What follows belongs to an exercise in optimizing a design on an open flow for small area; a production flow would make more cautious choices. Function was checked by simulation only, so behaviour that the tests miss may differ from the original. Power and IR drop assume default switching activity.

run a:
Design pcal64_rte, start of the top module:
module pcal64_rte (
    input  wire        clk,
    input  wire        rst,             
    input  wire        addr_sel,        
    input  wire        cmd_valid,
    input  wire [63:0] cmd_word,
    output wire        resp_accepted,
    output wire [1:0]  resp_reason,
    output wire        bus_req_valid,
    output wire        bus_req_rw,
    output wire [6:0]  bus_req_addr,
    output wire [7:0]  bus_req_reg,
    output wire [1:0]  bus_req_len,
    output wire [15:0] bus_req_wdata,
    input  wire        bus_done,
    input  wire        bus_ok,
    input  wire [15:0] bus_rdata,
    input  wire        irq_edge,
    output wire        done_valid,
    output wire [7:0]  done_tag,
    output wire        done_status,
    output wire [15:0] done_value,
    output wire        irq_valid,
    output wire [7:0]  irq_tag,
    output wire        irq_status,
    output wire [15:0] irq_changed,
    output wire [15:0] irq_values
);
    localparam [3:0] S_IDLE    = 4'b0000;
    localparam [3:0] S_DONE_C  = 4'b0010;   
    localparam [3:0] S_DONE_S  = 4'b0011;   
    localparam [3:0] S_WC_BW   = 4'b0100;   
    localparam [3:0] S_WC_SI   = 4'b0101;   
    localparam [3:0] S_RI_SV   = 4'b0110;   
    localparam [3:0] S_RS_SV   = 4'b0111;   
    localparam [3:0] S_RO      = 4'b1000;   
    localparam [3:0] S_RI_BR   = 4'b1001;   
    localparam [3:0] S_RO_COND = 4'b1010;   
  ...
==> flow/config.mk <==
export PLATFORM = sky130hd
export DESIGN_NAME = pcal64_rte
export DESIGN_NICKNAME = pcal64_rte
export VERILOG_FILES = /design/flow/design.v
export SDC_FILE = /design/flow/constraint.sdc
export NUM_CORES = 4
export LEC_CHECK = 0
export CAP_MARGIN = 20
export CORE_MARGIN = 2
export CORE_UTILIZATION = 40
export PLACE_DENSITY = 0.6
export SLEW_MARGIN = 20
==> flow/constraint.sdc <==
create_clock -name core_clock -period 10.0 [get_ports {clk}]
set_input_delay 2.0000 -clock core_clock [delete_from_list [all_inputs] [get_ports {clk}]]
set_output_delay 2.0000 -clock core_clock [all_outputs]
set_load 0.01 [all_outputs]
standard.sh (not shown) runs the stock make flow with config.mk's settings and CLKGATE_MAP_FILE= SYNTH_SCRIPT=/design/flow/synth_recipe.tcl, a recipe that flattens the netlist after the stock synthesis.
==> flow/flow/run.sh <==
#!/bin/bash
set -euo pipefail
bash standard.sh "BUFFER_PORTS_ARGS=-buffer_cell sky130_fd_sc_hd__buf_1" \
  "CTS_ARGS=-sink_clustering_enable -repair_clock_nets -dont_use_dummy_load -buf_list {sky130_fd_sc_hd__clkbuf_4 sky130_fd_sc_hd__clkbuf_8} -sink_clustering_size 20 -sink_clustering_max_diameter 60" \
  finish > standard.log 2>&1
## Diff of input files: run b against run a
- changing PLACE_DENSITY from 0.6 to 0.75
- changing CORE_UTILIZATION from 40 to 65
==> flow/flow/run.sh <==
#!/bin/bash
set -euo pipefail
bash standard.sh "BUFFER_PORTS_ARGS=-buffer_cell sky130_fd_sc_hd__buf_1" \
  "CTS_ARGS=-sink_clustering_enable -repair_clock_nets -dont_use_dummy_load -buf_list sky130_fd_sc_hd__clkbuf_8 -sink_clustering_size 30 -sink_clustering_max_diameter 150" \
  "RECOVER_POWER=100" \
  finish > standard.log 2>&1
### Flow results
- Changes observed in run b relative to run a: worst setup slack went down 0.14 ns; worst-case headroom to the max-slew limit went down 4.6 points; design area went down about 2%; cell count went down 8.9%; first-pass GRT wire length went down 2.3%.
- Run b against run a: chip width now sits lower, via count now sits higher.
- Looking at launch point of the critical path, the cmd_word[5] result is from run b; the bus_rdata[13] one comes from run a.
- Higher global-route usage was reported by run b, not run a.
- The higher wire length after detailed routing came out of run a.
- Est. power | run b vs run a | run b lower

The RTL this note starts from:
==> flow/design.v <==
module pcal64_rte (
    input  wire        clk,
    input  wire        rst,             
    input  wire        addr_sel,        
    input  wire        cmd_valid,
    input  wire [63:0] cmd_word,
    output wire        resp_accepted,
    output wire [1:0]  resp_reason,
    output wire        bus_req_valid,
    output wire        bus_req_rw,
    output wire [6:0]  bus_req_addr,
    output wire [7:0]  bus_req_reg,
    output wire [1:0]  bus_req_len,
    output wire [15:0] bus_req_wdata,
    input  wire        bus_done,
    input  wire        bus_ok,
    input  wire [15:0] bus_rdata,
    input  wire        irq_edge,
    output wire        done_valid,
    output wire [7:0]  done_tag,
    output wire        done_status,
    output wire [15:0] done_value,
    output wire        irq_valid,
    output wire [7:0]  irq_tag,
    output wire        irq_status,
    output wire [15:0] irq_changed,
    output wire [15:0] irq_values
);
    localparam [3:0] S_IDLE    = 4'b0000;
    localparam [3:0] S_DONE_C  = 4'b0010;   
    localparam [3:0] S_DONE_S  = 4'b0011;   
    localparam [3:0] S_WC_BW   = 4'b0100;   
    localparam [3:0] S_WC_SI   = 4'b0101;   
    localparam [3:0] S_RI_SV   = 4'b0110;   
    localparam [3:0] S_RS_SV   = 4'b0111;   
    localparam [3:0] S_RO      = 4'b1000;   
    localparam [3:0] S_RI_BR   = 4'b1001;   
    localparam [3:0] S_RO_COND = 4'b1010;   
    localparam [3:0] S_RM      = 4'b1011;   
    localparam [3:0] S_RC_BW   = 4'b1100;   
    localparam [3:0] S_RC_SI   = 4'b1101;   
    localparam [3:0] S_RC_COND = 4'b1110;   
    localparam [3:0] S_WLAST   = 4'b1111;   
    reg [3:0]  st;
    reg [15:0] ra, rb, rc;
    reg        cbv;
    reg [7:0]  tag;
    reg        ihv;
    reg [7:0]  iht;
    reg        pend;
    reg        asel;
    reg        okq;       
    wire [3:0]  op  = cmd_word[63:60];
    wire [15:0] ca  = cmd_word[15:0];
    wire [15:0] cb  = cmd_word[31:16];
    wire [15:0] cc  = cmd_word[47:32];
    wire op_mode = (op == 4'd1);
    wire op_wr   = (op == 4'd2);
    wire op_tgl  = (op == 4'd3);
    wire op_bw   = (op == 4'd4);
    wire op_btgl = (op == 4'd5);
    wire op_si   = (op == 4'd6);
    wire op_br   = (op == 4'd7);
    wire op_set  = (op == 4'd8);
    wire op_clr  = (op == 4'd9);
    wire single  = op_mode | op_wr | op_tgl;
    wire invalid = (op == 4'd0) || (op > 4'd9) || (cmd_word[59:57] != 3'b000);
    wire badpin  = single && (ca[15:4] != 12'd0);
    wire legal   = !invalid && !badpin;
    wire outst  = st[3] | st[2];
    wire s_done = !outst && st[1];
    wire comp   = bus_done && outst;
    wire ok     = bus_ok;
    wire idle_n   = !outst && !(st[1] && pend);
    wire svc      = (s_done && pend) || (idle_n && irq_edge);
    wire cmd_idle = idle_n && !irq_edge;
    wire acc      = cmd_valid && legal && cmd_idle;
    wire acc_seq  = acc && !op[3];
    wire [15:0] X     = bus_rdata;
    wire [15:0] wdata = (X & ~ra) ^ rb;
    wire diff = (|(X & rb)) ^ rc[0] ^ st[2];
    reg [3:0] st_n;
    reg       issue_c;    
    always @(*) begin
        issue_c = 1'b0;
        st_n    = st;
        if (comp) begin
            if (!ok) begin
                st_n = (st[3:1] == 3'b011) ? S_DONE_S : S_DONE_C;
            end else begin
                case (st)
                    S_RO:      begin issue_c = 1'b1; st_n = S_WLAST; end
                    S_RM:      begin issue_c = 1'b1; st_n = S_WLAST; end
                    S_RO_COND,
                    S_RC_COND: begin issue_c = diff; st_n = diff ? S_WLAST : S_DONE_C; end
                    S_RC_BW:   begin issue_c = 1'b1; st_n = S_WC_BW; end
                    S_RC_SI:   begin issue_c = 1'b1; st_n = S_WC_SI; end
                    S_WC_BW:   begin issue_c = 1'b1; st_n = S_RO; end
                    S_WC_SI:   begin issue_c = 1'b1; st_n = S_RM; end
                    S_RI_SV:   begin issue_c = 1'b1; st_n = S_RS_SV; end
                    S_RS_SV:   st_n = S_DONE_S;
                    default:   st_n = S_DONE_C;    
                endcase
            end
        end else if (svc) begin
            st_n = S_RI_SV;
        end else if (s_done) begin
            st_n = S_IDLE;
        end
        if (acc_seq) begin
            case (op[2:0])
                3'd1:    st_n = S_RC_COND;
                3'd2:    st_n = S_RO_COND;
                3'd4:    st_n = S_RC_BW;
                3'd6:    st_n = S_RC_SI;
                3'd7:    st_n = S_RI_BR;
                default: st_n = S_RO;        
            endcase
        end
    end
    wire r1_c = st[3] | ~st[1];
    wire r2_c = st[3] ? st[2] : st[1];
    wire r3_c = st[3] ? (st[1] & st[0]) : (st[1] | st[0]);
    wire r1_a = ~svc & ~op_br;
    wire r2_a = ~svc & (op_mode | op_bw | op_si);
    wire r1   = outst ? r1_c : r1_a;
    wire r2   = outst ? r2_c : r2_a;
    wire r3   = outst & r3_c;
    assign bus_req_valid = !rst && (issue_c || svc || acc_seq);
    assign bus_req_rw    = st[3];
    assign bus_req_reg   = {1'b0, r3, 2'b00, r3, r2, r1, 1'b0};
    assign bus_req_addr  = {6'b010000, asel};
    assign bus_req_len   = 2'd2;
    assign bus_req_wdata = wdata;
    assign resp_accepted = legal && cmd_idle;
    assign resp_reason   = invalid ? 2'd3 : badpin ? 2'd2 : cmd_idle ? 2'd0 : 2'd1;
    wire [3:0] lo = 4'd1 << ca[1:0];
    wire [3:0] hi = 4'd1 << ca[3:2];
    wire       ld = !outst;
    wire [3:0] hi_b = hi & {4{ld & single}};
    wire       a_a  = ld & (op_bw | op_si);
    wire       a_bw = ld & op_bw;
    wire       a_bt = ld & (op_btgl | op_si);
    wire       c_c  = ld & op_bw;
    wire       b_c  = ld & ~op_bw;
    wire       x_a  = comp & ok & (st == S_RI_SV);              
    wire       t_b  = comp & (st[3:1] == 3'b110);               
    wire       keep = comp & ok & ((st == S_RI_BR) | (st == S_RS_SV));
    wire [15:0] d_a, d_b, d_c;
    genvar i;
    generate
        for (i = 0; i < 16; i = i + 1) begin : g_bit
            assign d_a[i] = (ca[i] & a_a) | (X[i] & x_a);
            assign d_b[i] = (lo[i % 4] & hi_b[i / 4]) | (ca[i] & ((~cb[i] & a_bw) | a_bt)) |
                            (rc[i] & ra[i] & t_b);
            assign d_c[i] = (cc[i] & c_c) | (cb[i] & b_c) | (X[i] & keep);
        end
    endgenerate
    wire h_a = !acc && !(comp && (st == S_RI_SV || (st == S_RS_SV && !ok)));
    wire h_b = !acc && !t_b;
    wire h_c = !acc && !comp;
    wire set_ih = acc && op_set;
    always @(posedge clk) begin
        ra  <= d_a | (ra & {16{h_a}});
        rb  <= d_b | (rb & {16{h_b}});
        rc  <= d_c | (rc & {16{h_c}});
        cbv <= (cmd_word[56] & ld) | (cbv & !acc);
        tag <= (cmd_word[55:48] & {8{ld}}) | (tag & {8{!acc}});
        iht <= (cmd_word[55:48] & {8{set_ih | !ihv}}) | (iht & {8{!set_ih}});
        okq <= ok;
    end
    always @(posedge clk) begin
        if (rst) begin
            st   <= S_IDLE;
            ihv  <= 1'b0;
            pend <= 1'b0;
            asel <= addr_sel;
        end else begin
            st   <= st_n;
            if (acc && op_set) ihv <= 1'b1;
            if (acc && op_clr) ihv <= 1'b0;
            pend <= irq_edge ? !idle_n : (pend && !s_done);
        end
    end
    assign done_valid  = !rst && s_done && !st[0] && cbv;
    assign done_tag    = tag;
    assign done_status = !okq;
    assign done_value  = rc;
    assign irq_valid   = !rst && s_done && st[0] && ihv;
    assign irq_tag     = iht;
    assign irq_status  = !okq;
    assign irq_changed = rc;
    assign irq_values  = ra;
endmodule
clock: 10.0 ns
lec_check: 0
cap_margin: 20
core_margin: 2
core_utilization: 65
place_density: 0.92
slew_margin: 20
==> flow/flow/run.sh <==
#!/bin/bash
# The standard layout (standard.sh) with these changes:
#  - synthesis: synth_recipe.tcl unchanged, but ABC maps with flow/abc_area.script
#  - port buffers made from the smallest buffer cell (buf_1)
#  - clock tree of clkbuf_4 without dummy loads
#  - constant outputs share the tie cells synthesis made (no per-port tie cells)
set -euo pipefail
here=$(pwd)
export FLOW_SYNTH_TCL=$here/synth_recipe.tcl
export OWN_ABC_SCRIPT=$here/flow/abc_area.script
bash standard.sh "SYNTH_SCRIPT=$here/flow/synth.tcl" \
  "BUFFER_PORTS_ARGS=-buffer_cell sky130_fd_sc_hd__buf_1" \
  "CTS_ARGS=-sink_clustering_enable -repair_clock_nets -dont_use_dummy_load -buf_list sky130_fd_sc_hd__clkbuf_4 -sink_clustering_size 30 -sink_clustering_max_diameter 150" \
  "SKIP_REPAIR_TIE_FANOUT=1" \
  finish > standard.log 2>&1
==> flow/flow/abc_area.script <==
strash
&get -n
&st
&deepsyn -T 20
&dch -f
&nf -a
&put
==> flow/flow/synth.tcl <==
# The standard flow's synthesis script (synth_recipe.tcl, sourced unchanged), with the ABC
# mapping step run on an area-oriented ABC script instead of ORFS's speed script.
proc abc {args} {
  set i [lsearch -exact $args -script]
  if {$i >= 0} { lset args [expr {$i + 1}] $::env(OWN_ABC_SCRIPT) }
  yosys abc {*}$args
}
source $::env(FLOW_SYNTH_TCL)
The first run went through all stages and came out clean.
Change:
==> flow/flow/run.sh (replaced) <==
#!/bin/bash
set -euo pipefail
bash standard.sh "BUFFER_PORTS_ARGS=-buffer_cell sky130_fd_sc_hd__buf_1" \
  "CTS_ARGS=-sink_clustering_enable -repair_clock_nets -dont_use_dummy_load -buf_list sky130_fd_sc_hd__clkbuf_8 -sink_clustering_size 30 -sink_clustering_max_diameter 150" \
  finish > standard.log 2>&1
CORE_UTILIZATION = 40   (was 65)
PLACE_DENSITY = 0.6   (was 0.92)
removed: flow/flow/abc_area.script
removed: flow/flow/synth.tcl
After rerunning: Sequential power fell by 7.2%; core utilization falls by 32 points; total power falls by 4.0%; die area is higher by 78%; final area came out higher by 10%; area after synthesis went up by 12%; first-iteration DRC count is lower by 40%; clock skew shrinks by 14 ps; wire length increases by 12%.
Change:
--- a/flow/flow/run.sh
+++ b/flow/flow/run.sh
@@ -1,0 +2,5 @@
+# The standard layout (standard.sh) with these changes:
+#  - synthesis: synth_recipe.tcl unchanged, but ABC maps with flow/abc_area.script
+#  - port buffers made from the smallest buffer cell (buf_1)
+#  - clock tree of clkbuf_8 without dummy loads
+#  - constant outputs share the tie cells synthesis made (no per-port tie cells)
@@ -3 +8,5 @@
-bash standard.sh "BUFFER_PORTS_ARGS=-buffer_cell sky130_fd_sc_hd__buf_1" \
+here=$(pwd)
+export FLOW_SYNTH_TCL=$here/synth_recipe.tcl
+export OWN_ABC_SCRIPT=$here/flow/abc_area.script
+bash standard.sh "SYNTH_SCRIPT=$here/flow/synth.tcl" \
+  "BUFFER_PORTS_ARGS=-buffer_cell sky130_fd_sc_hd__buf_1" \
@@ -4,0 +14 @@
+  "SKIP_REPAIR_TIE_FANOUT=1" \
==> flow/flow/abc_area.script (new file) <==
strash
&get -n
&st
&deepsyn -T 20
&dch -f
&nf -a
&put
==> flow/flow/synth.tcl (new file) <==
# The standard flow's synthesis script (synth_recipe.tcl, sourced unchanged), with the ABC
# mapping step run on an area-oriented ABC script instead of ORFS's speed script.
proc abc {args} {
  set i [lsearch -exact $args -script]
  if {$i >= 0} { lset args [expr {$i + 1}] $::env(OWN_ABC_SCRIPT) }
  yosys abc {*}$args
}
source $::env(FLOW_SYNTH_TCL)
Non-clock buffer count is higher by 6.
Routed wire length went down by a little under a tenth.
Design area went down by a little under a tenth.
Cell count drops by a little under a tenth.
Clock-buffer cell count stays the same.
First-iteration DRC count rises by about a fifth.
Total power rises by roughly a tenth.
Die area decreases by roughly a tenth.
Critical path depth stays the same.
Clock power went down by a few percent.
Change:
--- a/flow/flow/run.sh
+++ b/flow/flow/run.sh
@@ -5 +5 @@
-#  - clock tree of clkbuf_8 without dummy loads
+#  - clock tree of clkbuf_4 without dummy loads
@@ -13 +13 @@
-  "CTS_ARGS=-sink_clustering_enable -repair_clock_nets -dont_use_dummy_load -buf_list sky130_fd_sc_hd__clkbuf_8 -sink_clustering_size 30 -sink_clustering_max_diameter 150" \
+  "CTS_ARGS=-sink_clustering_enable -repair_clock_nets -dont_use_dummy_load -buf_list sky130_fd_sc_hd__clkbuf_4 -sink_clustering_size 30 -sink_clustering_max_diameter 150" \
CAP_MARGIN = 0   (was 20)
CORE_UTILIZATION = 55   (was 40)
PLACE_DENSITY = 0.85   (was 0.6)
SLEW_MARGIN = 0   (was 20)
Wire length drops by 4.4%.
Count of clock-buffer cells in the layout is unchanged.
Die area drops by 26%.
Worst setup slack improved by 45 ps.
Cell area drops by 2.7%.
Area after synthesis is unchanged.
Change:
--- a/flow/flow/run.sh
+++ b/flow/flow/run.sh
@@ -5,2 +5 @@
-#  - clock tree of clkbuf_4 without dummy loads
-#  - constant outputs share the tie cells synthesis made (no per-port tie cells)
+#  - clock tree of clkbuf_8 without dummy loads
@@ -13,2 +12 @@
-  "CTS_ARGS=-sink_clustering_enable -repair_clock_nets -dont_use_dummy_load -buf_list sky130_fd_sc_hd__clkbuf_4 -sink_clustering_size 30 -sink_clustering_max_diameter 150" \
-  "SKIP_REPAIR_TIE_FANOUT=1" \
+  "CTS_ARGS=-sink_clustering_enable -repair_clock_nets -dont_use_dummy_load -buf_list sky130_fd_sc_hd__clkbuf_8 -sink_clustering_size 30 -sink_clustering_max_diameter 150" \
CAP_MARGIN = 20   (was 0)
CORE_UTILIZATION = 40   (was 55)
PLACE_DENSITY = 0.6   (was 0.85)
SLEW_MARGIN = 20   (was 0)
Outcome: The changed run completed with no timing, DRC or antenna violations; worst setup slack is better by 10 ps; combinational power barely changes; wire length grows by about 6%; cell area grows by 3.7%; power grows by 5.4%; area after synthesis is unchanged.

==> port drivers added, routing unchanged <==
How much do the figures lean on ideal ports? The routed layouts below were timed once more, with nothing changed but the port constraints. Step 1: set_driving_cell puts a clkbuf_16 on clk and a buf_2 on each other input, an assumption about the parent block. Step 2 also shifts input and output timing later by t, the mid clock arrival at the registers, as if the neighbouring blocks saw the same clock. a / b / c = ideal / step 1 / step 2; a / b = the first two.
run	t, ns	setup WS [ns]	worst setup path at the end	cell pins on the clock port's net
run a	0.386	4.197 / 4.176 / 4.176	input to output	1
run b	0.369	4.059 / 4.036 / 4.036	input to output	1
the first run of note 2	0.421	3.917 / 3.895 / 3.895	input to output	1
the second run of note 2	0.376	4.258 / 4.238 / 4.238	input to output	1
the third run of note 2	0.371	3.934 / 3.913 / 3.913	input to output	1
the fourth run of note 2	0.430	3.980 / 3.957 / 3.957	input to output	1
the fifth run of note 2	0.364	3.990 / 3.968 / 3.968	input to output	1
After both steps every run listed still meets setup and hold.
